This design comes from an exercise in tuning for small area on the open sky130 flow, not from production work.
Where RTL was checked, it was by simulation tests only, not by an equivalence proof against the original.

==> job 2268: inputs <==
==> flow/design.v <==
module rds_decoder (
    input  wire        clk,
    input  wire        rst,         
    input  wire        cmd_valid,
    input  wire [1:0]  cmd_op,
    input  wire        rdsr,
    input  wire [15:0] blk_a,
    input  wire [15:0] blk_b,
    input  wire [15:0] blk_c,
    input  wire [15:0] blk_d,
    input  wire [6:0]  rd_addr,
    output wire [7:0]  rd_data,
    output reg         result,
    output wire [5:0]  pty,
    output wire        edge_state,
    output wire        text_ab
);
    reg [63:0]  ps;         
    reg [511:0] rt;         
    reg [511:0] wip;        
    reg         ab_q;       
    reg [5:0]   pty_q;      
    reg         armed_q;    
    assign pty        = pty_q;
    assign edge_state = armed_q;
    assign text_ab    = ab_q;
    wire [23:0] wip_ld, wip_hold;
    wire [3:0]  ps_ld, ps_hold;
    wire        rt_ld, rt_hold;
    wire [31:0] lanes;
    wire        clr, ab_ld, pty_ld, result_ld, result_d, armed_d;
    rds_ctrl u_ctrl (
        .rst       (rst),
        .cmd_valid (cmd_valid),
        .cmd_op    (cmd_op),
        .rdsr      (rdsr),
        .blk_b     (blk_b),
        .blk_c     (blk_c),
        .blk_d     (blk_d),
        .ab_q      (ab_q),
        .armed_q   (armed_q),
        .wip_ld    (wip_ld),
        .wip_hold  (wip_hold),
        .ps_ld     (ps_ld),
        .ps_hold   (ps_hold),
        .rt_ld     (rt_ld),
        .rt_hold   (rt_hold),
        .lanes     (lanes),
        .clr       (clr),
        .ab_ld     (ab_ld),
        .pty_ld    (pty_ld),
        .result_ld (result_ld),
        .result_d  (result_d),
        .armed_d   (armed_d)
    );
    genvar b, u;
    generate
        for (b = 0; b < 64; b = b + 1) begin : g_txt
            localparam integer UNIT = (b < 32) ? (b >> 1) : (16 + ((b - 32) >> 2));
            always @(posedge clk) begin
                wip[8*b +: 8] <= (wip[8*b +: 8] & {8{wip_hold[UNIT]}}) |
                                 (lanes[8*(b % 4) +: 8] & {8{wip_ld[UNIT]}});
                rt[8*b +: 8]  <= (rt[8*b +: 8] & {8{rt_hold}}) |
                                 (wip[8*b +: 8] & {8{rt_ld}});
            end
        end
        for (u = 0; u < 4; u = u + 1) begin : g_ps
            always @(posedge clk) begin
                ps[16*u +: 16] <= (ps[16*u +: 16] & {16{ps_hold[u]}}) |
                                  ({blk_d[7:0], blk_d[15:8]} & {16{ps_ld[u]}});
            end
        end
    endgenerate
    always @(posedge clk) begin
        if (clr) begin
            ab_q  <= 1'b0;
            pty_q <= 6'h3F;
        end else begin
            if (ab_ld)
                ab_q <= blk_b[4];
            if (pty_ld)
                pty_q <= {1'b0, blk_b[9:5]};
        end
    end
    always @(posedge clk) begin
        armed_q <= armed_d;
        if (result_ld)
            result <= result_d;
    end
    wire [71:0] rd_sel;
    rds_rdsel u_rdsel (
        .rd_addr (rd_addr),
        .sel     (rd_sel)
    );
    rds_rdmux u_rdmux (
        .data ({ps, rt}),
        .sel  (rd_sel),
        .q    (rd_data)
    );
endmodule
module rds_ctrl (
    input  wire        rst,
    input  wire        cmd_valid,
    input  wire [1:0]  cmd_op,
    input  wire        rdsr,
    input  wire [15:0] blk_b,
    input  wire [15:0] blk_c,
    input  wire [15:0] blk_d,
    input  wire        ab_q,
    input  wire        armed_q,
    output wire [23:0] wip_ld,
    output wire [23:0] wip_hold,
    output wire [3:0]  ps_ld,
    output wire [3:0]  ps_hold,
    output wire        rt_ld,
    output wire        rt_hold,
    output wire [31:0] lanes,
    output wire        clr,
    output wire        ab_ld,
    output wire        pty_ld,
    output wire        result_ld,
    output wire        result_d,
    output wire        armed_d
);
    localparam [1:0] CMD_DECODE = 2'd0;
    localparam [1:0] CMD_POLL   = 2'd1;
    localparam [1:0] CMD_RESET  = 2'd2;
    wire [4:0] gc      = blk_b[15:11];
    wire       is_g0   = (gc[4:1] == 4'd0);      
    wire       is_g2   = (gc[4:1] == 4'd2);      
    wire       handled = is_g0 || is_g2;
    wire [3:0] seg     = blk_b[3:0];
    wire cmd_decode = cmd_valid && (cmd_op == CMD_DECODE);
    wire cmd_poll   = cmd_valid && (cmd_op == CMD_POLL);
    wire cmd_reset  = cmd_valid && (cmd_op == CMD_RESET);
    wire poll_edge  = cmd_poll && !armed_q && rdsr;
    wire dec        = !rst && (cmd_decode || poll_edge);
    wire dec_g2     = dec && is_g2;
    wire dec_2a     = dec_g2 && !gc[0];
    wire dec_2b     = dec_g2 && gc[0];
    assign clr      = rst || cmd_reset;
    assign rt_ld    = dec_g2 && (blk_b[4] != ab_q);
    assign rt_hold  = !(rt_ld || clr);
    assign ab_ld    = rt_ld;
    assign pty_ld   = dec && is_g0;
    function [7:0] cr;
        input [7:0] ch;
        reg is_cr;
        begin
            is_cr = (ch == 8'h0D);
            cr = {ch[7:4], ch[3] & !is_cr, ch[2] & !is_cr, ch[1], ch[0] & !is_cr};
        end
    endfunction
    assign lanes[7:0]   = cr(gc[0] ? blk_d[15:8] : blk_c[15:8]);
    assign lanes[15:8]  = cr(gc[0] ? blk_d[7:0]  : blk_c[7:0]);
    assign lanes[23:16] = cr(blk_d[15:8]);
    assign lanes[31:24] = cr(blk_d[7:0]);
    wire [15:0] seg_oh;
    genvar u;
    generate
        for (u = 0; u < 16; u = u + 1) begin : g_seg
            assign seg_oh[u] = (seg == u);
        end
        for (u = 0; u < 16; u = u + 1) begin : g_lo
            assign wip_ld[u] = (dec_2a && seg_oh[u >> 1]) || (dec_2b && seg_oh[u]);
        end
        for (u = 0; u < 8; u = u + 1) begin : g_hi
            assign wip_ld[16 + u] = dec_2a && seg_oh[8 + u];
        end
        for (u = 0; u < 4; u = u + 1) begin : g_ps
            assign ps_ld[u] = pty_ld && blk_b[1:0] == u;
        end
    endgenerate
    assign wip_hold = ~(wip_ld | {24{!rt_hold}});
    assign ps_hold  = ~(ps_ld | {4{clr}});
    assign result_ld = rst || (cmd_valid && cmd_op != 2'd3);
    assign result_d  = !rst && (cmd_op == CMD_DECODE ? handled :
                                cmd_op == CMD_POLL   ? poll_edge : 1'b1);
    assign armed_d   = !rst && (cmd_poll ? rdsr : armed_q);
endmodule
module rds_rdsel (
    input  wire [6:0]  rd_addr,
    output wire [71:0] sel      
);
    genvar i;
    generate
        for (i = 0; i < 64; i = i + 1) begin : g_rt
            assign sel[i] = (rd_addr == (64 + i));
        end
        for (i = 0; i < 8; i = i + 1) begin : g_ps
            assign sel[64 + i] = (rd_addr == i);
        end
    endgenerate
endmodule
module rds_rdmux (
    input  wire [575:0] data,
    input  wire [71:0]  sel,
    output wire [7:0]   q
);
    genvar k, g;
    generate
        for (k = 0; k < 8; k = k + 1) begin : g_bit
            wire [23:0] grp_n;      
            wire [5:0]  quad;       
            wire [2:0]  pair_n;
            for (g = 0; g < 24; g = g + 1) begin : g_grp
                rds_aoi222 u_aoi (
                    .a1 (sel[3*g]),     .b1 (data[8*(3*g) + k]),
                    .a2 (sel[3*g + 1]), .b2 (data[8*(3*g + 1) + k]),
                    .a3 (sel[3*g + 2]), .b3 (data[8*(3*g + 2) + k]),
                    .y  (grp_n[g])
                );
            end
            for (g = 0; g < 6; g = g + 1) begin : g_quad
                rds_nand4 u_nand (
                    .a (grp_n[4*g]), .b (grp_n[4*g + 1]),
                    .c (grp_n[4*g + 2]), .d (grp_n[4*g + 3]),
                    .y (quad[g])
                );
            end
            for (g = 0; g < 3; g = g + 1) begin : g_pair
                rds_nor2 u_nor (.a (quad[2*g]), .b (quad[2*g + 1]), .y (pair_n[g]));
            end
            rds_nand3 u_out (.a (pair_n[0]), .b (pair_n[1]), .c (pair_n[2]), .y (q[k]));
        end
    endgenerate
endmodule
module rds_aoi222 (
    input  wire a1, b1, a2, b2, a3, b3,
    output wire y
);
    assign y = ~((a1 & b1) | (a2 & b2) | (a3 & b3));
endmodule
module rds_nand4 (
    input  wire a, b, c, d,
    output wire y
);
    assign y = ~(a & b & c & d);
endmodule
module rds_nor2 (
    input  wire a, b,
    output wire y
);
    assign y = ~(a | b);
endmodule
module rds_nand3 (
    input  wire a, b, c,
    output wire y
);
    assign y = ~(a & b & c);
endmodule
==> flow/flow/run.sh <==
#!/bin/bash
# Layout flow: the standard flow (the standard.sh, standard synthesis
# unchanged) with two layout choices changed:
#  - clock tree: clkbuf_16 buffers, larger sink clusters, no dummy loads;
#  - port buffers: every input and output port still gets a buffer, but
#    the smallest one (buf_1).
# Each tool's output goes to standard.log in this folder.
set -e
export CTS_ARGS="-sink_clustering_enable -repair_clock_nets -buf_list sky130_fd_sc_hd__clkbuf_16 -sink_clustering_size 30 -sink_clustering_max_diameter 60 -dont_use_dummy_load"
export BUFFER_PORTS_ARGS="-buffer_cell sky130_fd_sc_hd__buf_1"
bash standard.sh > standard.log 2>&1
==> flow/standard.sh <==
#!/bin/bash
# synth_recipe.tcl (not shown) runs the flow's synth.tcl, then flattens the netlist and writes it again
# the make line also repeats each setting of config.mk as NAME=value (left out here)
make -C /OpenROAD-flow-scripts/flow DESIGN_CONFIG=/design/flow/config.mk WORK_HOME=/design/flow/orfs CLKGATE_MAP_FILE= SYNTH_SCRIPT=/design/flow/synth_recipe.tcl "${@:-finish}"
==> flow/config.mk <==
export PLATFORM = sky130hd
export DESIGN_NAME = rds_decoder
export DESIGN_NICKNAME = rds_decoder
export VERILOG_FILES = /design/flow/design.v
export SDC_FILE = /design/flow/constraint.sdc
export NUM_CORES = 4
export LEC_CHECK = 0
export CAP_MARGIN = 20
export CORE_MARGIN = 2
export CORE_UTILIZATION = 70
export PLACE_DENSITY = 0.85
export SLEW_MARGIN = 20
export SYNTH_HIERARCHICAL = 1
==> flow/constraint.sdc <==
create_clock -name core_clock -period 10.0 [get_ports {clk}]
set_input_delay 2.0000 -clock core_clock [delete_from_list [all_inputs] [get_ports {clk}]]
set_output_delay 2.0000 -clock core_clock [all_outputs]
set_load 0.01 [all_outputs]
==> inputs of job 6832, as changes to job 2268 <==
==> flow/design.v, changed modules only <==
module rds_ctrl (
    input  wire        rst,
    input  wire        cmd_valid,
    input  wire [1:0]  cmd_op,
    input  wire        rdsr,
    input  wire [15:0] blk_b,
    input  wire [15:0] blk_c,
    input  wire [15:0] blk_d,
    input  wire        ab_q,
    input  wire        armed_q,
    output wire [23:0] wip_ld,
    output wire [23:0] wip_hold,
    output wire [3:0]  ps_ld,
    output wire [3:0]  ps_hold,
    output wire        rt_ld,
    output wire        rt_hold,
    output wire [31:0] lanes,
    output wire        clr,
    output wire        ab_ld,
    output wire        pty_ld,
    output wire        result_ld,
    output wire        result_d,
    output wire        armed_d
);
    localparam [1:0] CMD_DECODE = 2'd0;
    localparam [1:0] CMD_POLL   = 2'd1;
    localparam [1:0] CMD_RESET  = 2'd2;
    wire [4:0] gc    = blk_b[15:11];
    wire       is_g0 = (gc[4:1] == 4'd0);
    wire       is_2a = (gc == 5'd4);
    wire       is_2b = (gc == 5'd5);
    wire       is_g2 = (gc[4:1] == 4'd2);
    wire       handled = is_g0 || is_g2;
    wire [3:0] seg   = blk_b[3:0];
    wire cmd_decode = cmd_valid && (cmd_op == CMD_DECODE);
    wire cmd_poll   = cmd_valid && (cmd_op == CMD_POLL);
    wire cmd_reset  = cmd_valid && (cmd_op == CMD_RESET);
    wire poll_edge  = cmd_poll && !armed_q && rdsr;
    wire dec        = !rst && (cmd_decode || poll_edge);
    assign clr      = rst || cmd_reset;
    assign rt_ld    = dec && is_g2 && (blk_b[4] != ab_q);
    assign rt_hold  = !(rt_ld || clr);
    assign ab_ld    = rt_ld;
    assign pty_ld   = dec && is_g0;
    function [7:0] cr;
        input [7:0] ch;
        cr = (ch == 8'h0D) ? 8'h00 : ch;
    endfunction
    assign lanes[7:0]   = cr(gc[0] ? blk_d[15:8] : blk_c[15:8]);
    assign lanes[15:8]  = cr(gc[0] ? blk_d[7:0]  : blk_c[7:0]);
    assign lanes[23:16] = cr(blk_d[15:8]);
    assign lanes[31:24] = cr(blk_d[7:0]);
    genvar u;
    generate
        for (u = 0; u < 16; u = u + 1) begin : g_lo
            assign wip_ld[u] = dec &&
                ((is_2a && seg == (u >> 1)) || (is_2b && seg == u));
        end
        for (u = 0; u < 8; u = u + 1) begin : g_hi
            assign wip_ld[16 + u] = dec && is_2a && seg == (8 + u);
        end
        for (u = 0; u < 4; u = u + 1) begin : g_ps
            assign ps_ld[u] = dec && is_g0 && blk_b[1:0] == u;
        end
    endgenerate
    assign wip_hold = ~(wip_ld | {24{rt_ld || clr}});
    assign ps_hold  = ~(ps_ld | {4{clr}});
    assign result_ld = rst || (cmd_valid && cmd_op != 2'd3);
    assign result_d  = !rst && (cmd_op == CMD_DECODE ? handled :
                                cmd_op == CMD_POLL   ? poll_edge : 1'b1);
    assign armed_d   = !rst && (cmd_poll ? rdsr : armed_q);
endmodule
module rds_rdmux (
    input  wire [575:0] data,
    input  wire [71:0]  sel,
    output reg  [7:0]   q
);
    integer i;
    always @(*) begin
        q = 8'h00;
        for (i = 0; i < 72; i = i + 1)
            q = q | (data[8*i +: 8] & {8{sel[i]}});
    end
endmodule
// module rds_aoi222 removed
// module rds_nand4 removed
// module rds_nor2 removed
// module rds_nand3 removed
==> flow/run.sh (new file) <==
#!/bin/bash
# synth_recipe.tcl (not shown) runs the flow's synth.tcl, then flattens the netlist and writes it again
# the make line also repeats each setting of config.mk as NAME=value (left out here)
make -C /OpenROAD-flow-scripts/flow DESIGN_CONFIG=/design/flow/config.mk WORK_HOME=/design/flow/orfs CLKGATE_MAP_FILE= SYNTH_SCRIPT=/design/flow/synth_recipe.tcl finish
--- a/flow/config.mk
+++ b/flow/config.mk
@@ -8,6 +8,5 @@
 export CAP_MARGIN = 20
 export CORE_MARGIN = 2
-export CORE_UTILIZATION = 70
-export PLACE_DENSITY = 0.85
+export CORE_UTILIZATION = 40
 export SLEW_MARGIN = 20
 export SYNTH_HIERARCHICAL = 1
removed: flow/flow/run.sh
removed: flow/standard.sh
==> inputs of job 1120, as changes to job 2268 <==
==> flow/design.v, changed modules only <==
module rds_ctrl (
    input  wire        rst,
    input  wire        cmd_valid,
    input  wire [1:0]  cmd_op,
    input  wire        rdsr,
    input  wire [15:0] blk_b,
    input  wire [15:0] blk_c,
    input  wire [15:0] blk_d,
    input  wire        ab_q,
    input  wire        armed_q,
    output wire [23:0] wip_ld,
    output wire [23:0] wip_hold,
    output wire [3:0]  ps_ld,
    output wire [3:0]  ps_hold,
    output wire        rt_ld,
    output wire        rt_hold,
    output wire [31:0] lanes,
    output wire        clr,
    output wire        ab_ld,
    output wire        pty_ld,
    output wire        result_ld,
    output wire        result_d,
    output wire        armed_d
);
    localparam [1:0] CMD_DECODE = 2'd0;
    localparam [1:0] CMD_POLL   = 2'd1;
    localparam [1:0] CMD_RESET  = 2'd2;
    wire [4:0] gc    = blk_b[15:11];
    wire       is_g0 = (gc[4:1] == 4'd0);
    wire       is_2a = (gc == 5'd4);
    wire       is_2b = (gc == 5'd5);
    wire       is_g2 = (gc[4:1] == 4'd2);
    wire       handled = is_g0 || is_g2;
    wire [3:0] seg   = blk_b[3:0];
    wire cmd_decode = cmd_valid && (cmd_op == CMD_DECODE);
    wire cmd_poll   = cmd_valid && (cmd_op == CMD_POLL);
    wire cmd_reset  = cmd_valid && (cmd_op == CMD_RESET);
    wire poll_edge  = cmd_poll && !armed_q && rdsr;
    wire dec        = !rst && (cmd_decode || poll_edge);
    assign clr      = rst || cmd_reset;
    assign rt_ld    = dec && is_g2 && (blk_b[4] != ab_q);
    assign rt_hold  = !(rt_ld || clr);
    assign ab_ld    = rt_ld;
    assign pty_ld   = dec && is_g0;
    function [7:0] cr;
        input [7:0] ch;
        cr = (ch == 8'h0D) ? 8'h00 : ch;
    endfunction
    assign lanes[7:0]   = cr(gc[0] ? blk_d[15:8] : blk_c[15:8]);
    assign lanes[15:8]  = cr(gc[0] ? blk_d[7:0]  : blk_c[7:0]);
    assign lanes[23:16] = cr(blk_d[15:8]);
    assign lanes[31:24] = cr(blk_d[7:0]);
    genvar u;
    generate
        for (u = 0; u < 16; u = u + 1) begin : g_lo
            assign wip_ld[u] = dec &&
                ((is_2a && seg == (u >> 1)) || (is_2b && seg == u));
        end
        for (u = 0; u < 8; u = u + 1) begin : g_hi
            assign wip_ld[16 + u] = dec && is_2a && seg == (8 + u);
        end
        for (u = 0; u < 4; u = u + 1) begin : g_ps
            assign ps_ld[u] = dec && is_g0 && blk_b[1:0] == u;
        end
    endgenerate
    assign wip_hold = ~(wip_ld | {24{rt_ld || clr}});
    assign ps_hold  = ~(ps_ld | {4{clr}});
    assign result_ld = rst || (cmd_valid && cmd_op != 2'd3);
    assign result_d  = !rst && (cmd_op == CMD_DECODE ? handled :
                                cmd_op == CMD_POLL   ? poll_edge : 1'b1);
    assign armed_d   = !rst && (cmd_poll ? rdsr : armed_q);
endmodule
==> flow/run.sh (new file) <==
#!/bin/bash
# synth_recipe.tcl (not shown) runs the flow's synth.tcl, then flattens the netlist and writes it again
# the make line also repeats each setting of config.mk as NAME=value (left out here)
make -C /OpenROAD-flow-scripts/flow DESIGN_CONFIG=/design/flow/config.mk WORK_HOME=/design/flow/orfs CLKGATE_MAP_FILE= SYNTH_SCRIPT=/design/flow/synth_recipe.tcl finish
--- a/flow/config.mk
+++ b/flow/config.mk
@@ -8,6 +8,5 @@
 export CAP_MARGIN = 20
 export CORE_MARGIN = 2
-export CORE_UTILIZATION = 70
-export PLACE_DENSITY = 0.85
+export CORE_UTILIZATION = 40
 export SLEW_MARGIN = 20
 export SYNTH_HIERARCHICAL = 1
removed: flow/flow/run.sh
removed: flow/standard.sh
==> inputs of job 1973, as changes to job 2268 <==
==> flow/run.sh (new file) <==
#!/bin/bash
# synth_recipe.tcl (not shown) runs the flow's synth.tcl, then flattens the netlist and writes it again
# the make line also repeats each setting of config.mk as NAME=value (left out here)
make -C /OpenROAD-flow-scripts/flow DESIGN_CONFIG=/design/flow/config.mk WORK_HOME=/design/flow/orfs CLKGATE_MAP_FILE= SYNTH_SCRIPT=/design/flow/synth_recipe.tcl finish
--- a/flow/config.mk
+++ b/flow/config.mk
@@ -9,4 +9,7 @@
 export CORE_MARGIN = 2
 export CORE_UTILIZATION = 70
+export CTS_BUF_LIST = sky130_fd_sc_hd__clkbuf_16
+export CTS_CLUSTER_DIAMETER = 60
+export CTS_CLUSTER_SIZE = 30
 export PLACE_DENSITY = 0.85
 export SLEW_MARGIN = 20
removed: flow/flow/run.sh
removed: flow/standard.sh
==> impl_metrics.csv <==
group,metric,value,unit
grt,grt_pass1_wl,164000,um
drt,num_vias,28300,
status,status,"timing/DRC/antenna clean",
layout,final_area,39600,um^2
synthesis,synth_xor_area_frac,0.000693,
setup_path,endpoint,"rd_data[6]",
die,fp.dieH,237,um
drt,wl_met1,42500,um
layout,nNonClkBuffers,141,
layout,insertedDiodeCount,1,
[end of results for job 1973]
==> impl_metrics.csv <==
group,metric,value,unit
setup_path,endpoint,"rd_data[2]",
drt,wl_met1,42500,um
status,status,"timing/DRC/antenna clean",
layout,final_area,38700,um^2
grt,grt_pass1_wl,165000,um
drt,num_vias,28500,
layout,nNonClkBuffers,129,
synthesis,synth_xor_area_frac,0.000693,
[end of results for job 2268]
==> impl_metrics.csv <==
group,metric,value,unit
synthesis,synth_xor_area_frac,0.00115,
layout,insertedDiodeCount,0,
layout,final_area,42600,um^2
drt,num_vias,28800,
status,status,"timing/DRC/antenna clean",
drt,wl_met1,52300,um
layout,nNonClkBuffers,141,
die,fp.dieH,312,um
setup_path,endpoint,"rd_data[3]",
[end of results for job 1120]
==> impl_metrics.csv <==
group,metric,value,unit
status,status,"timing/DRC/antenna clean",
layout,final_common_cell,"a22o_1",
grt,grt_pass1_wl,227000,um
die,num_rows,114,
setup_path,endpoint,"rd_data[6]",
layout,insertedDiodeCount,9,
cts,tritoncts,"done",
layout,num-multi-input-gates,1739,
worst_hold_path,hold_end,"rt[358]$_DFF_P_",
setup_path,start_kind,"primary input",
synthesis,synth_xor_area_frac,0.00112,
layout,final_area,44100,um^2
drt,num_vias,31000,
layout,nNonClkBuffers,224,
[end of results for job 6832]
For job 6832 and job 1120, only the layout was checked, not whether the RTL still works.

==> separate check: timing with driven ports <==
In the flow no input, the clock included, has a driving cell. The finished layouts below were timed again as built, in two steps.
Step 1, drivers: a clkbuf_16 drives clk and a buf_2 each remaining input, both assumed.
Step 2 times the ports against the registers' clock, not the clock port: input delays grow and output delays shrink by t, the midpoint of the rising clock arrivals with the driver on.
Slacks: ideal ports / drivers / drivers and shift; pairs: ideal ports / drivers.
run | shift t [ns] | slack for setup (ns) | worst hold slack (ns) | worst slew at a driven data input, ns
job 2268 | 0.681 | 2.514 / 2.429 / 2.429 | 0.423 / 0.423 / 0.423 | 0.12
job 6832 | 0.768 | 1.413 / 1.356 / 1.356 | 0.425 / 0.425 / 0.425 | 0.09
job 1120 | 0.727 | 1.702 / 1.595 / 1.595 | 0.453 / 0.453 / 0.453 | 0.11
job 1973 | 0.699 | 1.917 / 1.831 / 1.831 | 0.469 / 0.469 / 0.469 | 0.09
After both steps every run listed still meets setup and hold. The setup slack of job 1120, which loses most, moves by -0.107 ns with the drivers and by -0.107 ns with both steps.
